Background: an optimization exercise with open tools, aiming at small area. Do not read the settings as production practice.
Function not checked in this run: the RTL went through the layout flow alone.
Power figures rest on the tool's default switching activity, not on a simulated workload.

==> design.v <==
module bdi_core #(
  parameter N_CELLS    = 16,
  parameter T_SETTLE   = 4,
  parameter T_ACTION   = 1000,
  parameter T_DEBOUNCE = 4000
) (
  input             clk,
  input             rst,
  input             cmd_valid,
  output            cmd_ready,
  input      [31:0] cmd_word,
  input             btn1_n,
  input             btn2_n,
  output reg        ser,
  output reg        srclk,
  output reg        clr_n,
  output reg        rclk,
  output reg        oe_n,
  output reg        ind1,
  output reg        ind2,
  output reg [2:0]  res,
  output reg [1:0]  ev,
  output reg        halted,
  output reg [2:0]  flt,
  output reg [15:0] finfo,
  output reg [31:0] fcmd
);
  localparam FRAME_BITS = 12 * N_CELLS;
  localparam IW = $clog2(FRAME_BITS);
  localparam TW = $clog2(T_DEBOUNCE + 1);
  localparam OP_NOP    = 6'h00, OP_ENC   = 6'h01, OP_DEC    = 6'h02, OP_BSD   = 6'h03,
             OP_LSD    = 6'h04, OP_MAPCLR= 6'h05, OP_MAPU   = 6'h06, OP_MAPD  = 6'h07,
             OP_BUILD  = 6'h08, OP_INIT  = 6'h09, OP_PUSH   = 6'h0A, OP_SAMPLE= 6'h0B,
             OP_IND    = 6'h0C, OP_INDCLR= 6'h0D, OP_WAIT   = 6'h0E, OP_CYCLE = 6'h0F,
             OP_RUN    = 6'h10;
  localparam F_LEN = 3'd1, F_STATE = 3'd2, F_CELL = 3'd3, F_DOT = 3'd4,
             F_NOINIT = 3'd5, F_ILLEGAL = 3'd6;
  localparam SRC_F = 2'd0, SRC_POS = 2'd1, SRC_NEG = 2'd2, SRC_ZERO = 2'd3;
  reg [FRAME_BITS-1:0] frame;             
  reg [255:0]          pm_present;        
  reg [17:0]           pm_tags [0:N_CELLS-1];  
  reg                  link_init;         
  reg [31:0]           cmd_q;             
  localparam S_IDLE     = 4'd0,
             S_EXEC     = 4'd1,
             S_LINK     = 4'd2,    
             S_WAIT     = 4'd3,    
             S_RUN_INIT = 4'd4,    
             S_SAMPLE   = 4'd5,    
             S_ACT_PUSH = 4'd6,    
             S_ACT_HOLD = 4'd7,    
             S_REV_PUSH = 4'd8,    
             S_COOL     = 4'd9,    
             S_STOP     = 4'd10;   
  reg [3:0]    state;
  reg          run_mode;       
  reg [TW-1:0] tmr;
  assign cmd_ready = (state == S_IDLE) && !halted;
  localparam L_IDLE  = 3'd0,
             L_CLR   = 3'd1,    
             L_REL   = 3'd2,    
             L_SER   = 3'd3,    
             L_HI    = 3'd4,    
             L_LO    = 3'd5,    
             L_LATCH = 3'd6;    
  reg [2:0]    l_state;
  reg [IW-1:0] l_idx;
  reg [1:0]    l_src;
  reg [7:0]    l_cnt;
  reg          l_start_init;
  reg          l_start_push;
  reg [1:0]    l_start_src;
  function push_bit;
    input [1:0]      src;
    input [IW-1:0]   i;
    input [FRAME_BITS-1:0] f;
    begin
      case (src)
        SRC_F:   push_bit = f[i];
        SRC_POS: push_bit = ~i[0];
        SRC_NEG: push_bit = i[0];
        default: push_bit = 1'b0;
      endcase
    end
  endfunction
  always @(posedge clk) begin
    if (rst) begin
      l_state   <= L_IDLE;
      l_idx     <= 0;
      l_src     <= SRC_ZERO;
      l_cnt     <= 0;
      ser       <= 1'b0;
      srclk     <= 1'b0;
      clr_n     <= 1'b1;
      rclk      <= 1'b0;
      oe_n      <= 1'b1;
      link_init <= 1'b0;
    end else begin
      case (l_state)
        L_IDLE: begin
          if (l_start_init) begin
            srclk   <= 1'b0;
            rclk    <= 1'b0;
            ser     <= 1'b0;
            clr_n   <= 1'b0;
            l_cnt   <= T_SETTLE - 1;
            l_state <= L_CLR;
          end else if (l_start_push) begin
            l_src   <= l_start_src;
            l_idx   <= FRAME_BITS - 1;
            ser     <= push_bit(l_start_src, FRAME_BITS - 1, frame);
            l_cnt   <= T_SETTLE - 1;
            l_state <= L_SER;
          end
        end
        L_CLR: begin
          if (l_cnt != 0) l_cnt <= l_cnt - 1;
          else begin
            clr_n   <= 1'b1;
            l_cnt   <= T_SETTLE - 1;
            l_state <= L_REL;
          end
        end
        L_REL: begin
          if (l_cnt != 0) l_cnt <= l_cnt - 1;
          else begin
            oe_n      <= 1'b0;
            link_init <= 1'b1;
            l_state   <= L_IDLE;
          end
        end
        L_SER: begin
          if (l_cnt != 0) l_cnt <= l_cnt - 1;
          else begin
            srclk   <= 1'b1;
            l_cnt   <= T_SETTLE - 1;
            l_state <= L_HI;
          end
        end
        L_HI: begin
          if (l_cnt != 0) l_cnt <= l_cnt - 1;
          else begin
            srclk   <= 1'b0;
            l_cnt   <= T_SETTLE - 1;
            l_state <= L_LO;
          end
        end
        L_LO: begin
          if (l_cnt != 0) l_cnt <= l_cnt - 1;
          else if (l_idx == 0) begin
            rclk    <= 1'b1;
            l_cnt   <= T_SETTLE - 1;
            l_state <= L_LATCH;
          end else begin
            l_idx   <= l_idx - 1;
            ser     <= push_bit(l_src, l_idx - 1, frame);
            l_cnt   <= T_SETTLE - 1;
            l_state <= L_SER;
          end
        end
        L_LATCH: begin
          if (l_cnt != 0) l_cnt <= l_cnt - 1;
          else begin
            rclk    <= 1'b0;
            l_state <= L_IDLE;
          end
        end
        default: l_state <= L_IDLE;
      endcase
    end
  end
  wire link_idle = (l_state == L_IDLE) && !l_start_init && !l_start_push;
  wire [5:0] op    = cmd_q[31:26];
  wire [7:0] cel   = cmd_q[25:18];
  wire [2:0] dot   = cmd_q[17:15];
  wire [2:0] tag   = cmd_q[2:0];
  wire [11:0] len  = cmd_q[11:0];
  reg illegal;
  always @* begin
    case (op)
      OP_NOP, OP_MAPCLR, OP_BUILD, OP_INIT, OP_SAMPLE, OP_INDCLR, OP_CYCLE, OP_RUN:
                       illegal = (cmd_q[25:0] != 0);
      OP_ENC:          illegal = (cmd_q[25:3] != 0);
      OP_DEC, OP_IND:  illegal = (cmd_q[25:2] != 0);
      OP_BSD, OP_LSD:  illegal = (cmd_q[14:3] != 0);
      OP_MAPU:         illegal = (cmd_q[17:3] != 0);
      OP_MAPD:         illegal = 1'b0;
      OP_PUSH:         illegal = (cmd_q[25:12] != 0);
      OP_WAIT:         illegal = (cmd_q[25:2] != 0) || (cmd_q[1:0] == 2'd3);
      default:         illegal = 1'b1;
    endcase
  end
  wire [2:0] sd_dot = (op == OP_LSD) ? dot - 3'd1 : dot;
  reg [FRAME_BITS-1:0] single_frame;
  integer k;
  always @* begin
    single_frame = {FRAME_BITS{1'b0}};
    for (k = 0; k < N_CELLS; k = k + 1)
      if ({24'd0, cel} == k) single_frame[12*k + 2*sd_dot +: 2] = tag[1:0];
  end
  reg                  bld_fault;
  reg [2:0]            bld_code;
  reg [15:0]           bld_info;
  reg [FRAME_BITS-1:0] bld_frame;
  integer c, d;
  always @* begin
    bld_fault = 1'b0;
    bld_code  = 3'd0;
    bld_info  = 16'd0;
    for (c = 0; c < 256; c = c + 1) begin
      if (!bld_fault && pm_present[c]) begin
        if (c >= N_CELLS) begin
          bld_fault = 1'b1;
          bld_code  = F_CELL;
          bld_info  = c[15:0];
        end else begin
          for (d = 0; d < 6; d = d + 1) begin
            if (!bld_fault && pm_tags[c % N_CELLS][3*d+2]) begin
              bld_fault = 1'b1;
              bld_code  = F_STATE;
              bld_info  = {13'd0, pm_tags[c % N_CELLS][3*d +: 3]};
            end
          end
        end
      end
    end
    bld_frame = {FRAME_BITS{1'b0}};
    for (c = 0; c < N_CELLS; c = c + 1)
      if (pm_present[c])
        for (d = 0; d < 6; d = d + 1)
          bld_frame[12*c + 2*d +: 2] = pm_tags[c][3*d +: 2];
  end
  wire [1:0] btn_ev = !btn1_n ? 2'd1 : !btn2_n ? 2'd2 : 2'd0;
  integer i;
  always @(posedge clk) begin
    l_start_init <= 1'b0;
    l_start_push <= 1'b0;
    if (rst) begin
      state       <= S_IDLE;
      run_mode    <= 1'b0;
      tmr         <= 0;
      cmd_q       <= 32'd0;
      frame       <= {FRAME_BITS{1'b0}};
      pm_present  <= 256'd0;
      for (i = 0; i < N_CELLS; i = i + 1) pm_tags[i] <= 18'd0;
      res         <= 3'd0;
      ev          <= 2'd0;
      halted      <= 1'b0;
      flt         <= 3'd0;
      finfo       <= 16'd0;
      fcmd        <= 32'd0;
      ind1        <= 1'b0;
      ind2        <= 1'b0;
      l_start_src <= SRC_ZERO;
      l_start_init <= 1'b0;
      l_start_push <= 1'b0;
    end else begin
      case (state)
        S_IDLE: begin
          if (cmd_valid && cmd_ready) begin
            cmd_q <= cmd_word;
            state <= S_EXEC;
          end
        end
        S_EXEC: begin
          state <= S_IDLE;
          if (illegal) begin
            halted <= 1'b1; flt <= F_ILLEGAL; finfo <= {10'd0, op}; fcmd <= cmd_q;
            state  <= S_STOP;
          end else begin
            case (op)
              OP_ENC: begin
                if (tag > 3) begin
                  halted <= 1'b1; flt <= F_STATE; finfo <= {13'd0, tag}; fcmd <= cmd_q;
                  state  <= S_STOP;
                end else res <= tag;
              end
              OP_DEC: res <= {1'b0, cmd_q[1], cmd_q[0]};
              OP_BSD, OP_LSD: begin
                if (cel >= N_CELLS) begin
                  halted <= 1'b1; flt <= F_CELL; finfo <= {8'd0, cel}; fcmd <= cmd_q;
                  state  <= S_STOP;
                end else if ((op == OP_BSD && dot > 5) ||
                             (op == OP_LSD && (dot == 0 || dot == 7))) begin
                  halted <= 1'b1; flt <= F_DOT; finfo <= {13'd0, dot}; fcmd <= cmd_q;
                  state  <= S_STOP;
                end else if (tag > 3) begin
                  halted <= 1'b1; flt <= F_STATE; finfo <= {13'd0, tag}; fcmd <= cmd_q;
                  state  <= S_STOP;
                end else frame <= single_frame;
              end
              OP_MAPCLR: pm_present <= 256'd0;
              OP_MAPU: begin
                pm_present[cel] <= 1'b1;
                for (i = 0; i < N_CELLS; i = i + 1)
                  if ({24'd0, cel} == i) pm_tags[i] <= {6{tag}};
              end
              OP_MAPD: begin
                pm_present[cel] <= 1'b1;
                for (i = 0; i < N_CELLS; i = i + 1)
                  if ({24'd0, cel} == i) pm_tags[i] <= cmd_q[17:0];
              end
              OP_BUILD: begin
                if (bld_fault) begin
                  halted <= 1'b1; flt <= bld_code; finfo <= bld_info; fcmd <= cmd_q;
                  state  <= S_STOP;
                end else frame <= bld_frame;
              end
              OP_INIT: begin
                l_start_init <= 1'b1;
                state        <= S_LINK;
              end
              OP_PUSH: begin
                if (len != FRAME_BITS) begin
                  halted <= 1'b1; flt <= F_LEN; finfo <= {4'd0, len}; fcmd <= cmd_q;
                  state  <= S_STOP;
                end else if (!link_init) begin
                  halted <= 1'b1; flt <= F_NOINIT; finfo <= 16'd0; fcmd <= cmd_q;
                  state  <= S_STOP;
                end else begin
                  l_start_push <= 1'b1;
                  l_start_src  <= SRC_F;
                  state        <= S_LINK;
                end
              end
              OP_SAMPLE: ev <= btn_ev;
              OP_IND: begin
                if (cmd_q[1]) ind2 <= cmd_q[0];
                else          ind1 <= cmd_q[0];
              end
              OP_INDCLR: begin
                ind1 <= 1'b0;
                ind2 <= 1'b0;
              end
              OP_WAIT: begin
                case (cmd_q[1:0])
                  2'd0:    tmr <= T_SETTLE - 1;
                  2'd1:    tmr <= T_ACTION - 1;
                  default: tmr <= T_DEBOUNCE - 1;
                endcase
                state <= S_WAIT;
              end
              OP_CYCLE: begin
                if (!link_init) begin
                  halted <= 1'b1; flt <= F_NOINIT; finfo <= 16'd0; fcmd <= cmd_q;
                  state  <= S_STOP;
                end else begin
                  run_mode <= 1'b0;
                  state    <= S_SAMPLE;
                end
              end
              OP_RUN: begin
                run_mode     <= 1'b1;
                l_start_init <= 1'b1;
                state        <= S_RUN_INIT;
              end
              default: ;   
            endcase
          end
        end
        S_LINK: if (link_idle) state <= S_IDLE;
        S_WAIT: begin
          if (tmr != 0) tmr <= tmr - 1;
          else          state <= S_IDLE;
        end
        S_RUN_INIT: if (link_idle) state <= S_SAMPLE;
        S_SAMPLE: begin
          if (!run_mode) ev <= btn_ev;
          if (btn_ev == 2'd1) begin
            ind1         <= 1'b1;
            l_start_push <= 1'b1;
            l_start_src  <= SRC_POS;
            state        <= S_ACT_PUSH;
          end else if (btn_ev == 2'd2) begin
            ind2         <= 1'b1;
            l_start_push <= 1'b1;
            l_start_src  <= SRC_NEG;
            state        <= S_ACT_PUSH;
          end else if (!run_mode) begin
            state <= S_IDLE;
          end
        end
        S_ACT_PUSH: begin
          if (link_idle) begin
            tmr   <= T_ACTION - 1;
            state <= S_ACT_HOLD;
          end
        end
        S_ACT_HOLD: begin
          if (tmr != 0) tmr <= tmr - 1;
          else begin
            l_start_push <= 1'b1;
            l_start_src  <= SRC_ZERO;
            state        <= S_REV_PUSH;
          end
        end
        S_REV_PUSH: begin
          if (link_idle) begin
            ind1  <= 1'b0;
            ind2  <= 1'b0;
            tmr   <= T_DEBOUNCE - 1;
            state <= S_COOL;
          end
        end
        S_COOL: begin
          if (tmr != 0) tmr <= tmr - 1;
          else state <= run_mode ? S_SAMPLE : S_IDLE;
        end
        S_STOP: ;
        default: state <= S_IDLE;
      endcase
    end
  end
endmodule
==> run.sh <==
#!/bin/bash
# synth_recipe.tcl (not shown) runs the flow's synth.tcl, then flattens the netlist and writes it again
# the make line also repeats each setting of config.mk as NAME=value (left out here)
make -C /OpenROAD-flow-scripts/flow DESIGN_CONFIG=/design/flow/config.mk WORK_HOME=/design/flow/orfs CLKGATE_MAP_FILE= SYNTH_SCRIPT=/design/flow/synth_recipe.tcl finish
==> config.mk <==
export PLATFORM = sky130hd
export DESIGN_NAME = bdi_core
export DESIGN_NICKNAME = bdi_core
export VERILOG_FILES = /design/flow/design.v
export SDC_FILE = /design/flow/constraint.sdc
export NUM_CORES = 4
export LEC_CHECK = 0
export CAP_MARGIN = 20
export CORE_MARGIN = 2
export CORE_UTILIZATION = 40
export SLEW_MARGIN = 40
==> constraint.sdc <==
create_clock -name core_clock -period 10.0 [get_ports {clk}]
set_input_delay 2.0000 -clock core_clock [delete_from_list [all_inputs] [get_ports {clk}]]
set_output_delay 2.0000 -clock core_clock [all_outputs]
set_load 0.01 [all_outputs]
==> impl_metrics.csv <==
group,metric,value,unit
run_status,outcome,"complete, no violations",
global_routing,use_met3,0.103,
synthesis,synth_seq_cells,875,
routing,drtPass1Iterations,8,
synthesis,syn_inst,6293,
synthesis,ys_types,104,
cts,clock-sinks,875,
floorplanning,fp-row-count,126,
global_routing,grt_overflow,0,
cts,postCtsSetupRepairBufs,0,
final_layout,area_growth,14.2,%
worst_setup_path,critPathMaxStageDelay,0.80,ns
cts,clockRootBuffer,"clkbuf_16",
global_routing,grt_pass1_wl,384000,um
place,portBuffers,101,
cts,htreeDepth,3,
worst_setup_path,criticalPathCategory,"flip-flop to flip-flop",
final_layout,final_area,54700,sq um
floorplanning,coreArea,118000,sq um
synthesis,synthArstFlopShare,0,
floorplanning,die_w,350,um
min_path,hold_path.class,"flip-flop to flip-flop",
worst_setup_path,worstPathRequired,10.61,ns
global_routing,grtUsageTotal,0.440,
sta,rsz0062_at_grt,"no",
pwr,power_frac_seq,0.338,
pwr,finalPower,11.3,mW
worst_setup_path,cpLargestDelayFamily,"simple AND/OR/NAND/NOR gates",
worst_setup_path,cp_num_buf_inv,2,
sta,max_freq,0.160,GHz
final_layout,fillers,11900,
floorplanning,initial_utilization,0.405,
sta,fin_crit,6.26,ns
sta,slew_headroom,0.320,
pwr,static-leakage-power,18.4,nW
cts,cts_buffers,99,
global_routing,grt_pass1_vias,48600,
pwr,vdd_ir_drop_max,0.175,mV
sta,drv_slew,0,
synthesis,synthFlopType,"dfxtp_1",
global_routing,antenna_found_initial,19,
sta,setup_viol,0,
pwr,p_int,6.64,mW
pwr,switchingPower,4.70,mW
cts,clk_pin_slew,0.07,ns
worst_setup_path,path_common_cell,"nor2_1",
pwr,switching_share,0.415,
global_routing,grt_start_max_net_pins,172,
sta,tns,0,ns
final_layout,drive_gt1_frac,0.102,
sta,tightest_slew,1.01,ns
pwr,pwr-share-clk,0.339,
synthesis,syn_area,47900,sq um
routing,totalWireLength,278000,um
sta,hold_violations,0,
worst_setup_path,r2r_slack,3.74,ns
worst_setup_path,cp_max_fo,33,
final_layout,design.final.nets,6207,
sta,worst_hold_slack,0.456,ns
pwr,p_comb_frac,0.323,
routing,routedWlPerCell,35.5,um
synthesis,yosysSeqAreaShare,0.366,
floorplanning,die_h,350,um
routing,vias,53200,
synthesis,avgSynthCellArea,7.61,sq um
floorplanning,die-area,123000,sq um
sta,clock_skew,0.0840,ns
global_routing,gr-usage-met1,0.519,
sta,period_share,0.626,
routing,initialDrtViolationCount,8043,
place,routabilityCongestion,1.15,
job,drv_cap,0,
synthesis,syn-num-nets,6350,
synthesis,ys.warnings.count,2,
place,placed_area,51200,sq um
pwr,pwr_density_cell,207,nW/um^2
floorplanning,pin_count,102,
routing,via_per_inst,6.80,
cts,cts_resized,0,
routing,ant_nets,0,
cts,clockBufferDepth,3,
worst_setup_path,startpoint_type,"flip-flop",
synthesis,synth-edff-count,0,
worst_setup_path,critPathCaptureType,"flip-flop",
global_routing,use_met2,0.671,
cts,cts_tree,"done",
worst_setup_path,path_cells,"inv_1 -> ha_1 -> nor3b_1 -> nand4_1 -> o41ai_1 -> o311ai_1 -> a211o_1 -> nor2_1 -> nand3_2 -> buf_4 -> nor2_4 -> nor2_1 -> a211oi_1",
worst_setup_path,crit_slowest_cell,"nor3b_1",
place,dp_hpwl,201000,um
cts,clk_latency,0.78,ns
cts,hold_buffers,0,
worst_setup_path,cp.arrival,6.87,ns
routing,drc_errors,0,
global_routing,grt.busiest_layer,"met2",
==> worst min-delay path, cell delays in order (launching register included) <==
cell and delay, ns:
dfxtp_1 0.31, nand2_1 0.05, a21oi_1 0.05
==> Yosys cell counts, types with 42 or more instances <==
| cell type | n | area share |
|---|---|---|
| inv_1 | 109 | 0.0085 |
| dfxtp_1 | 875 | 0.37 |
| nand2b_1 | 46 | 0.0060 |
| a211oi_1 | 358 | 0.056 |
| nor4_1 | 123 | 0.016 |
| a31oi_1 | 74 | 0.0097 |
| o22ai_1 | 81 | 0.011 |
| mux4_2 | 63 | 0.030 |
| and2_1 | 68 | 0.0089 |
| and3_1 | 56 | 0.0073 |
| a222oi_1 | 45 | 0.0094 |
| buf_2 | 42 | 0.0044 |
| clkbuf_1 | 436 | 0.034 |
| mux2i_1 | 75 | 0.016 |
| nand3_1 | 130 | 0.014 |
| nand2_1 | 446 | 0.035 |
| nor2_1 | 1183 | 0.093 |
| nor3_1 | 282 | 0.029 |
| o21ai_0 | 173 | 0.018 |
| a221oi_1 | 119 | 0.022 |
| or3_1 | 46 | 0.0060 |
| a22oi_1 | 65 | 0.010 |
| nand4_1 | 80 | 0.010 |
| a21oi_1 | 679 | 0.071 |
==> kinds of logic (layout without fill, tap and decap cells) <==
kind of cell | after synthesis | count (layout) | share of synthesized area
AOI/OAI and AO/OA | 1933 | 1933 | 0.268
xor gates and xnor gates | 18 | 18 | 0.00373
adders and majority gates | 20 | 20 | 0.00522
DFF | 875 | 875 | 0.366
muxes | 143 | 143 | 0.0464
other | 0 | 6 | 0
and+or+nand+nor | 2661 | 2661 | 0.259
buffers and inverters | 643 | 578 | 0.0524
==> through the flow <==
stage	std cells	setup slack, ns	util
floorplan	6293	5.63	-
global placement	7637	3.75	0.428
detailed placement	7647	4.04	0.432
CTS	7826	3.95	0.461
global route	7828	3.41	0.462
finish	7834	3.74	0.462
==> flip-flops by register name, indices dropped and copies added, names as in the netlist, 4 cells and up <==
register / count
pm_tags: 288
pm_present: 256
frame: 192
cmd_q: 32
fcmd: 32
finfo: 16
tmr: 12
l_cnt: 8
l_idx: 8
state: 4
==> cell usage in the layout, fill, tap and decap left out, types with 27 or more instances in the layout <==
master / Yosys / layout
a222oi_1: 45 / 45
nand3b_1: 27 / 27
nor2_2: 1 / 36
inv_1: 109 / 109
a311oi_1: 29 / 29
a31oi_1: 74 / 73
o22ai_1: 81 / 81
nand3_1: 130 / 129
clkdlybuf4s50_1: 0 / 100
nor4_1: 123 / 101
a22oi_1: 65 / 65
nand2b_1: 46 / 46
a32oi_1: 34 / 34
nor2b_1: 37 / 36
or3_1: 46 / 46
mux2i_1: 75 / 75
o21ai_0: 173 / 172
nand2_1: 446 / 446
a21oi_1: 679 / 660
buf_4: 3 / 161
a211oi_1: 358 / 355
nand4_1: 80 / 80
dfxtp_1: 875 / 871
a221oi_1: 119 / 118
clkbuf_16: 0 / 99
or4_1: 30 / 29
nor3_1: 282 / 259
and2_1: 68 / 46
mux4_2: 63 / 63
nor2_1: 1183 / 1132
and3_1: 56 / 51
==> power by group through the flow <==
stage,combinational (mW),sequential [mW],clock [mW]
CTS,3.49,3.82,3.87
detailed placement,3.47,3.90,0
global placement,3.45,3.89,0
finish,3.67,3.83,3.85
floorplan,1.90,3.76,0
global route,3.72,3.84,4.01
==> per-layer routing <==
layer | up-vias | part of all wire
met1 | 25900 | 0.37
met3 | 1045 | 0.090
li1 | 23100 | -
met4 | 24 | 0.10
met2 | 3201 | 0.43
met5 | - | 0.00059
==> final timing paths <==
check | startpoint | to | cells past startpoint
max reg2reg | cmd_q[18] | pm_tags[6][9] | 13
min reg2reg | fcmd[11] | fcmd[11] | 2
max | cmd_q[18] | pm_tags[6][9] | 13
min | fcmd[11] | fcmd[11] | 2
==> final cells by class <==
class / instances / area, sq um / share of cell area
well taps: 1600 / 2000 / 0.0366
diodes: 6 / 15.0 / 0.000274
multi-input cells: 4775 / 28800 / 0.526
clock inverters: 40 / 632 / 0.0115
repair buffers: 287 / 2600 / 0.0476
clock buffers: 139 / 2770 / 0.0506
inverters: 112 / 420 / 0.00768
flip-flops and latches: 875 / 17500 / 0.320

separate check: timing with driven ports:
The flow's constraints put no driver on any port. The routed layout listed below was extracted and timed again, unchanged, in two steps. Step 1, drivers: a clkbuf_16 drives clk and a buf_2 each remaining input, both assumed. Step 2 adds t to the input delays and takes it off the output delays; t is the mean of the earliest and latest rising clock arrival at the registers after step 1. Input paths then give back, and output paths get back, about the clock's delay inside the block. Three values: ideal, step 1, step 2; two values: the first two.
t, ns: 0.820
setup slack, ns: 3.738 / 3.738 / 3.738
clock arrival spread, ns: 0.084 / 0.084
worst data-port slew with drivers (ns): 0.08
After both steps setup and hold are still met in this run. The setup slack of this run moves by 0.000 ns with the drivers and by 0.000 ns with both steps.
